Context: an optimization exercise on an open-source flow, tuned for small area, a short achievable clock period and few clock cycles. The choices shown serve that exercise and are no tape-out recipe.
The RTL was checked by simulation tests, not by an equivalence proof against the original design.
Power figures rest on the tool's default switching activity, not on a simulated workload.

==> design.v <==
module ulz_comp (
    input  wire        clk,
    input  wire        rst,         
    input  wire        start,       
    input  wire [15:0] in_len,      
    input  wire [15:0] out_cap,     
    output wire        ready,
    output reg         done,        
    output reg         ok,          
    output reg  [15:0] result,      
    output reg         in_re,
    output reg  [15:0] in_addr,
    input  wire [7:0]  in_rdata,
    output reg         out_we,
    output reg  [15:0] out_waddr,
    output reg  [7:0]  out_wdata,
    output reg         out_re,
    output reg  [15:0] out_raddr,
    input  wire [7:0]  out_rdata
);
    localparam S_IDLE     = 5'd0;
    localparam S_LEB      = 5'd1;    
    localparam S_CUR      = 5'd2;    
    localparam S_SRCH_RD  = 5'd3;    
    localparam S_SRCH_INI = 5'd4;    
    localparam S_SCAN_RD  = 5'd5;    
    localparam S_SCAN_CMP = 5'd6;    
    localparam S_EXT_CHK  = 5'd7;    
    localparam S_EXT_RD2  = 5'd8;    
    localparam S_EXT_CMP  = 5'd9;    
    localparam S_CAND     = 5'd10;   
    localparam S_NEXTP    = 5'd11;   
    localparam S_SDONE    = 5'd12;   
    localparam S_ZPUT     = 5'd13;   
    localparam S_BITS     = 5'd14;   
    localparam S_STEP     = 5'd15;   
    localparam S_LB_RD    = 5'd16;   
    localparam S_LB_WR    = 5'd17;   
    localparam S_FINAL    = 5'd18;   
    localparam S_FIN      = 5'd19;   
    localparam S_MV_RD    = 5'd20;   
    localparam S_MV_WR    = 5'd21;   
    localparam S_FAIL     = 5'd22;
    localparam S_OK       = 5'd23;
    localparam E_LITCNT = 2'd0;
    localparam E_LEN    = 2'd1;
    localparam E_OFF    = 2'd2;
    reg [4:0]  state;
    reg [15:0] n;
    reg [15:0] cap;
    reg [15:0] head;
    reg [15:0] tail;
    reg [7:0]  acc;
    reg [3:0]  nacc;
    reg [15:0] leb_v;
    reg [15:0] cur;                 
    reg [15:0] ls;                  
    reg [15:0] p;                   
    reg [7:0]  cb;                  
    reg [7:0]  tmp;                 
    reg [15:0] k;                   
    reg signed [21:0] bg;           
    reg [15:0] bl;                  
    reg [15:0] bo;                  
    reg [2:0]  extra;               
    reg [15:0] zv;                  
    reg [18:0] zf;                  
    reg [4:0]  zw;                  
    reg [4:0]  zi;                  
    reg [1:0]  estep;
    reg        final_lit;           
    reg [15:0] src;
    reg [15:0] cnt;
    wire [15:0] avail = tail - head;
    function [4:0] zbits;
        input [15:0] v;
        begin
            if (v <= 16'd3)        zbits = 5'd3;
            else if (v <= 16'd19)  zbits = 5'd6;
            else if (v <= 16'd275) zbits = 5'd11;
            else                   zbits = 5'd19;
        end
    endfunction
    wire [15:0] cand_off = cur - p;
    wire signed [21:0] cand_gain = $signed({3'd0, k, 3'd0})
                                 - $signed({17'd0, zbits(k - 16'd2)})
                                 - $signed({17'd0, zbits(cand_off - 16'd1)})
                                 - $signed({19'd0, extra});
    reg [18:0] zf_next;
    reg [4:0]  zw_next;
    always @(*) begin
        if (zv <= 16'd3) begin
            zw_next = 5'd3;
            zf_next = {16'd0, zv[1:0], 1'b0};
        end else if (zv <= 16'd19) begin
            zw_next = 5'd6;
            zf_next = {13'd0, zv[3:0] - 4'd4, 2'b01};
        end else if (zv <= 16'd275) begin
            zw_next = 5'd11;
            zf_next = {8'd0, zv[7:0] - 8'd20, 3'b011};
        end else begin
            zw_next = 5'd19;
            zf_next = {zv - 16'd276, 3'b111};
        end
    end
    assign ready = (state == S_IDLE);
    always @(*) begin
        in_re     = 1'b0;
        in_addr   = p;
        out_we    = 1'b0;
        out_waddr = head;
        out_wdata = in_rdata;
        out_re    = 1'b0;
        out_raddr = tail + cnt;
        case (state)
        S_LEB: begin
            out_we    = (avail != 16'd0);
            out_wdata = {(leb_v[15:7] != 9'd0), leb_v[6:0]};
        end
        S_SRCH_RD: begin
            in_re   = 1'b1;
            in_addr = cur;
        end
        S_SCAN_RD:
            in_re = 1'b1;
        S_EXT_CHK: begin
            in_re   = ({1'b0, cur} + {1'b0, k} < {1'b0, n});
            in_addr = p + k;
        end
        S_EXT_RD2: begin
            in_re   = 1'b1;
            in_addr = cur + k;
        end
        S_BITS: begin
            out_we    = (nacc == 4'd8) && (avail != 16'd0);
            out_waddr = tail - 16'd1;
            out_wdata = acc;
        end
        S_LB_RD: begin
            in_re   = 1'b1;
            in_addr = src;
        end
        S_LB_WR:
            out_we = 1'b1;
        S_FIN: begin
            out_we    = (nacc != 4'd0) && (avail != 16'd0);
            out_waddr = tail - 16'd1;
            out_wdata = acc;
        end
        S_MV_RD:
            out_re = 1'b1;
        S_MV_WR: begin
            out_we    = 1'b1;
            out_waddr = head + cnt;
            out_wdata = out_rdata;
        end
        default: ;
        endcase
    end
    always @(posedge clk) begin
        if (rst) begin
            state  <= S_IDLE;
            done   <= 1'b0;
            ok     <= 1'b0;
            result <= 16'd0;
        end else begin
            done <= 1'b0;
            case (state)
            S_IDLE: begin
                if (start) begin
                    n      <= in_len;
                    cap    <= out_cap;
                    head   <= 16'd0;
                    tail   <= out_cap;
                    acc    <= 8'd0;
                    nacc   <= 4'd0;
                    leb_v  <= in_len;
                    cur    <= 16'd0;
                    ls     <= 16'd0;
                    state  <= S_LEB;
                end
            end
            S_LEB: begin
                if (avail == 16'd0) begin
                    state <= S_FAIL;
                end else begin
                    head  <= head + 16'd1;
                    leb_v <= leb_v >> 7;
                    if (leb_v[15:7] == 9'd0)
                        state <= S_CUR;
                end
            end
            S_CUR: begin
                if (cur < n)
                    state <= S_SRCH_RD;
                else
                    state <= S_FINAL;
            end
            S_SRCH_RD:
                state <= S_SRCH_INI;
            S_SRCH_INI: begin
                cb    <= in_rdata;
                bg    <= 22'sd0;
                bl    <= 16'd0;
                bo    <= 16'd0;
                extra <= (cur == ls) ? 3'd3 : 3'd0;
                p     <= cur - 16'd1;
                if (cur == 16'd0)
                    state <= S_SDONE;
                else
                    state <= S_SCAN_RD;
            end
            S_SCAN_RD:
                state <= S_SCAN_CMP;
            S_SCAN_CMP: begin
                if (in_rdata == cb) begin
                    k     <= 16'd1;
                    state <= S_EXT_CHK;
                end else begin
                    state <= S_NEXTP;
                end
            end
            S_EXT_CHK: begin
                if ({1'b0, cur} + {1'b0, k} < {1'b0, n})
                    state <= S_EXT_RD2;
                else
                    state <= S_CAND;
            end
            S_EXT_RD2: begin
                tmp   <= in_rdata;
                state <= S_EXT_CMP;
            end
            S_EXT_CMP: begin
                if (in_rdata == tmp) begin
                    k     <= k + 16'd1;
                    state <= S_EXT_CHK;
                end else begin
                    state <= S_CAND;
                end
            end
            S_CAND: begin
                if (k >= 16'd2 && cand_gain > bg) begin
                    bg <= cand_gain;
                    bl <= k;
                    bo <= cand_off;
                end
                state <= S_NEXTP;
            end
            S_NEXTP: begin
                if (p == 16'd0) begin
                    state <= S_SDONE;
                end else begin
                    p     <= p - 16'd1;
                    state <= S_SCAN_RD;
                end
            end
            S_SDONE: begin
                if (bl == 16'd0) begin
                    cur   <= cur + 16'd1;
                    state <= S_CUR;
                end else begin
                    final_lit <= 1'b0;
                    estep     <= E_LITCNT;
                    zv        <= cur - ls;
                    state     <= S_ZPUT;
                end
            end
            S_ZPUT: begin
                zf    <= zf_next;
                zw    <= zw_next;
                zi    <= 5'd0;
                state <= S_BITS;
            end
            S_BITS: begin
                if (nacc == 4'd8) begin
                    if (avail == 16'd0) begin
                        state <= S_FAIL;
                    end else begin
                        tail <= tail - 16'd1;
                        acc  <= 8'd0;
                        nacc <= 4'd0;
                    end
                end else if (zi == zw) begin
                    state <= S_STEP;
                end else begin
                    acc[nacc[2:0]] <= zf[zi];
                    nacc <= nacc + 4'd1;
                    zi   <= zi + 5'd1;
                end
            end
            S_STEP: begin
                case (estep)
                E_LITCNT: begin
                    src <= ls;
                    cnt <= final_lit ? (n - ls) : (cur - ls);
                    if ((final_lit ? (n - ls) : (cur - ls)) > avail)
                        state <= S_FAIL;
                    else if (!final_lit && cur == ls) begin
                        estep <= E_LEN;
                        zv    <= bl - 16'd2;
                        state <= S_ZPUT;
                    end else
                        state <= S_LB_RD;
                end
                E_LEN: begin
                    estep <= E_OFF;
                    zv    <= bo - 16'd1;
                    state <= S_ZPUT;
                end
                default: begin
                    cur   <= cur + bl;
                    ls    <= cur + bl;
                    state <= S_CUR;
                end
                endcase
            end
            S_LB_RD: begin
                src   <= src + 16'd1;
                state <= S_LB_WR;
            end
            S_LB_WR: begin
                head <= head + 16'd1;
                cnt  <= cnt - 16'd1;
                if (cnt != 16'd1)
                    state <= S_LB_RD;
                else if (final_lit)
                    state <= S_FIN;
                else begin
                    estep <= E_LEN;
                    zv    <= bl - 16'd2;
                    state <= S_ZPUT;
                end
            end
            S_FINAL: begin
                if (n != ls) begin
                    final_lit <= 1'b1;
                    estep     <= E_LITCNT;
                    zv        <= n - ls;
                    state     <= S_ZPUT;
                end else begin
                    state <= S_FIN;
                end
            end
            S_FIN: begin
                cnt <= 16'd0;
                if (nacc != 4'd0) begin
                    if (avail == 16'd0) begin
                        state <= S_FAIL;
                    end else begin
                        tail  <= tail - 16'd1;
                        nacc  <= 4'd0;
                        state <= S_MV_RD;
                    end
                end else begin
                    state <= S_MV_RD;
                end
            end
            S_MV_RD: begin
                if ({1'b0, tail} + {1'b0, cnt} == {1'b0, cap}) begin
                    result <= head + cnt;
                    state  <= S_OK;
                end else begin
                    state  <= S_MV_WR;
                end
            end
            S_MV_WR: begin
                cnt   <= cnt + 16'd1;
                state <= S_MV_RD;
            end
            S_FAIL: begin
                done   <= 1'b1;
                ok     <= 1'b0;
                result <= 16'd0;
                state  <= S_IDLE;
            end
            S_OK: begin
                done  <= 1'b1;
                ok    <= 1'b1;
                state <= S_IDLE;
            end
            default: state <= S_IDLE;
            endcase
        end
    end
endmodule
==> run.sh <==
#!/bin/bash
# synth_recipe.tcl (not shown) runs the flow's synth.tcl, then flattens the netlist and writes it again
# the make line also repeats each setting of config.mk as NAME=value (left out here)
make -C /OpenROAD-flow-scripts/flow DESIGN_CONFIG=/design/flow/config.mk WORK_HOME=/design/flow/orfs CLKGATE_MAP_FILE= SYNTH_SCRIPT=/design/flow/synth_recipe.tcl finish
==> config.mk <==
export PLATFORM = sky130hd
export DESIGN_NAME = ulz_comp
export DESIGN_NICKNAME = ulz_comp
export VERILOG_FILES = /design/flow/design.v
export SDC_FILE = /design/flow/constraint.sdc
export NUM_CORES = 4
export LEC_CHECK = 0
export CAP_MARGIN = 20
export CORE_MARGIN = 2
export CORE_UTILIZATION = 40
export SLEW_MARGIN = 20
==> constraint.sdc <==
create_clock -name core_clock -period 10.0 [get_ports {clk}]
set_input_delay 2.0000 -clock core_clock [delete_from_list [all_inputs] [get_ports {clk}]]
set_output_delay 2.0000 -clock core_clock [all_outputs]
set_load 0.01 [all_outputs]
==> summary.txt <==
layer usage:
| layer | routed length (um) | part of all wire | vias up |
|---|---|---|---|
| met5 | 12 | 0.00013 | - |
| li1 | - | - | 11700 |
| met2 | 41000 | 0.44 | 927 |
| met4 | 3400 | 0.037 | 2 |
| met1 | 40800 | 0.44 | 11700 |
| met3 | 7340 | 0.079 | 165 |
logic make-up after synthesis:
kind of cell    after synthesis  synth area share
xor+xnor                    292            0.0920
flops                       329             0.346
simple gates               1134             0.202
compound gates              775             0.182
buf+inv                     309            0.0430
mux                          46            0.0194
fa+ha+maj                   249             0.115
final cells by class:
| type | count | area, um^2 |
|---|---|---|
| clock inverters | 28 | 362 |
| well taps | 931 | 1160 |
| inverters | 178 | 668 |
| flip-flops and latches | 329 | 9650 |
| clock buffers | 44 | 995 |
| repair buffers | 184 | 1740 |
| multi-input cells | 2496 | 17100 |
| fillers | 6695 | 37100 |
worst paths after layout:
check	startpoint	endpoint	slack, ns	depth (start not counted)
min	result[15]$_SDFFE_PP0P_	result[15]$_SDFFE_PP0P_	0.49	2
min reg2reg	result[15]$_SDFFE_PP0P_	result[15]$_SDFFE_PP0P_	0.49	2
max reg2reg	cur[0]$_DFFE_PP_	bo[13]$_SDFFCE_PN0P_	1.69	33
max	cur[0]$_DFFE_PP_	bo[13]$_SDFFCE_PN0P_	1.69	33
critical path, delay by kind of cell, from the launching register on:
kind,cells,cell delay [ns]
DFF,1,0.55
and+or+nand+nor,6,1.78
AOI/OAI and AO/OA,16,3.14
buffers and inverters,4,0.65
xor gates and xnor gates,2,0.34
adders and majority gates,5,1.51
layout by cell type, fill, tap and decap left out, drive strengths merged, types with 28 or more instances in the layout:
| cell | instances |
|---|---|
| a21oi | 209 |
| nand2b | 32 |
| and3 | 31 |
| ha | 237 |
| nand3 | 92 |
| nor2 | 320 |
| xnor2 | 174 |
| xor2 | 118 |
| edfxtp | 306 |
| nand2 | 239 |
| o21ai | 176 |
| clkdlybuf4s50 | 127 |
| clkbuf | 44 |
| nor4 | 37 |
| nor3 | 98 |
| a21o | 76 |
| inv | 182 |
| nand4 | 44 |
| a31oi | 40 |
| and2 | 59 |
| or3 | 36 |
| nor2b | 40 |
| buf | 57 |
| or2 | 28 |
stage by stage:
| step | std cells | utilization | setup WS [ns] |
|---|---|---|---|
| 2_1_floorplan | 3134 | - | 0.865 |
| 3_3_place_gp | 4115 | 0.440 | 1.84 |
| 3_5_place_dp | 4115 | 0.440 | 1.75 |
| 4_1_cts | 4187 | 0.459 | 1.68 |
| 5_1_grt | 4190 | 0.460 | 0.978 |
| 6_report | 4190 | 0.460 | 1.69 |
registers in the layout, summed over array words and instances, names as in the netlist, 4 cells and up:
signal	cells
src	16
tail	16
bl	16
cur	16
zf	19
result	16
leb_v	16
state	5
cb	8
k	16
zv	16
tmp	8
nacc	4
zw	4
zi	5
cnt	16
cap	16
acc	8
bo	16
p	16
n	16
ls	16
head	16
bg	22
report_power, final:
| part | switching (W) | internal, W | total, W |
|---|---|---|---|
| Sequential | 0.000156 | 0.00170 | 0.00186 |
| Combinational | 0.00160 | 0.00106 | 0.00266 |
| Clock | 0.000627 | 0.000929 | 0.00156 |
| Total | 0.00238 | 0.00369 | 0.00607 |
==> key figures <==
Logic synthesis
  – Post-Synthesis Cell Area: 27900 um^2
  – Most area-consuming cells after synthesis: sky130_fd_sc_hd__edfxtp_1, sky130_fd_sc_hd__ha_1, sky130_fd_sc_hd__xnor2_1
  – Mapped Cells: 3134
  – Number of synthesized flops with an enable pin: 306
  – Most numerous cell types in the synthesized netlist: sky130_fd_sc_hd__nor2_1, sky130_fd_sc_hd__edfxtp_1, sky130_fd_sc_hd__nand2_1, sky130_fd_sc_hd__ha_1, sky130_fd_sc_hd__a21oi_1
  – Post-synthesis average cell area: 8.89 um^2
  – Share of flip-flops with an asynchronous set or reset: 0
  – Library cells used by synthesis: 100
  – Leading area contributor after synthesis: sky130_fd_sc_hd__edfxtp_1
  – Net count after synthesis: 3434
  – Fraction of the yosys area taken by sequential cells: 0.346
  – Most frequent cell after synthesis: sky130_fd_sc_hd__nor2_1
  – FF+latch count, synth: 329
  – Flip-flop cell with the highest count after synthesis: sky130_fd_sc_hd__edfxtp_1
  – Area share of the largest cell type after synthesis: 0.330
  – Yosys warns: 1

Detailed routing
  – Wire length after detailed routing: 92600 um
  – Via total after detailed routing: 24500
  – Routed via count divided by cell count: 5.84
  – First-pass detailed-route iteration total: 9
  – Drt first-iter violations: 2584
  – Routed WL per cell: 22.1 um
  – Final ANT Viol Nets: 0
  – Final routed DRC violation total: 0

Power and ir drop
  – Leak pwr: 12.3 nW
  – Power Density: 191 nW/um^2
  – Worst-case vdd ir drop: 0.000127 V
  – Overall power after layout: 0.00607 W

Floorplan
  – Vert. Die Dim: 268 um
  – Die Outline Area: 71800 um^2
  – # IOs: 129
  – # rows: 96
  – Area inside the core boundary: 68800 um^2
  – Die Wd: 268 um
  – Initial standard-cell utilization of the core: 0.405

GRT
  – Number of global-route vias before repair: 22900
  – Wire length of the first global-routing pass: 140000 um
  – Most crowded layer after global routing: met2
  – Met3 track demand over resource: 0.0458
  – Total Routing Usage GR: 0.255
  – Met1 usage: 0.354
  – Met2 Use GR: 0.399
  – Antenna violations before repair: 1
  – Total global routing overflow: 0
  – Pin count of the biggest net entering global routing: 40

Timing
  – Unrepaired setup endpoints after global routing: no
  – Hold Vio Cnt, Final: 0
  – Worst slew slack as a fraction of its limit: 0.314
  – Maximum operating frequency: 120 MHz
  – Ratio of final minimum period to clock period: 0.831
  – Final Critical Period: 8.31 ns
  – Min Hold Slack: 0.491 ns
  – Slew @ Worst Pin: 1.02 ns
  – Total Negative Setup Slacks: 0 ns
  – Max-slew violation total from the final report: 0
  – Final setup viols: 0
  – Layout Skew: 0.0282 ns

Finish
  – Layout overhead on the synthesized area: 13.7%
  – Ratio of cells with drive above 1 in the final layout: 0.0620
  – Final design area excluding fillers: 31700 um^2
  – Net count of the finished layout: 3528
  – Antenna diodes: 0

CTS
  – CTS clock-pin slew for the worst setup and hold paths: 0.07 ns
  – Post-CTS Hold Buffers: 0
  – Clk sink count: 329
  – Number of buffers on the longest clock path: 3
  – Clock insertion delay at the later pin of the skew report: 0.59 ns
  – Post_cts resized: 0
  – TritonCTS clock tree: yes
  – Cts bufs inserted: 39
  – Clk Tree Root Cell: sky130_fd_sc_hd__clkbuf_16
  – Number of H-tree branching levels: 2
  – Count of buffers added by post-CTS timing repair for setup: 0

Worst setup path
  – CP max FO: 34
  – Cell with the largest stage delay on the worst path: sky130_fd_sc_hd__nor4b_1
  – Most frequent cell on the critical path: sky130_fd_sc_hd__a21oi_1
  – Data required time at the worst endpoint: 10.25 ns
  – Signal arrival time at the worst endpoint: 8.56 ns
  – Delay contributed by the slowest stage of the critical path: 0.76 ns
  – Worst Setup Start Kind: flip-flop
  – CP Class: flip-flop to flip-flop
  – Crit end category: flip-flop

Placement
  – Final HPWL from detailed placement: 71300 um
  – Placed Area: 30300 um^2
  – Count of input and output buffers: 128
  – Routability-driven placement congestion ratio: 0.957

Hold path
  – Class of the tightest hold or removal check: flip-flop to flip-flop

Run status
  – Outcome: complete, no violations

Run
  – Number of max-cap violations: 0
Testbench counts, summed over its fixed seeds: cycles 6,248,839.

separate check: timing with driven ports:
In the flow no input, the clock included, has a driving cell. The finished layout below was timed again as built, in two steps.
Step 1: set_driving_cell puts a clkbuf_16 on clk and a buf_2 on each other input, an assumption about the parent block.
Step 2 moves the port delays by t, midway between the first and last clock arrival at a register: inputs arrive t later, outputs are due t later. That takes back most of the time a late clock gives input paths.
Slacks: no drivers / after step 1 / after step 2; pairs: no drivers / after step 1.
t, ns: 0.635
slack for setup (ns): 1.693 / 1.693 / 1.693
latest minus earliest clock arrival (ns): 0.029 / 0.029
After both steps setup and hold are still met in this run. The setup slack of this run moves by 0.000 ns with the drivers and by 0.000 ns with both steps.
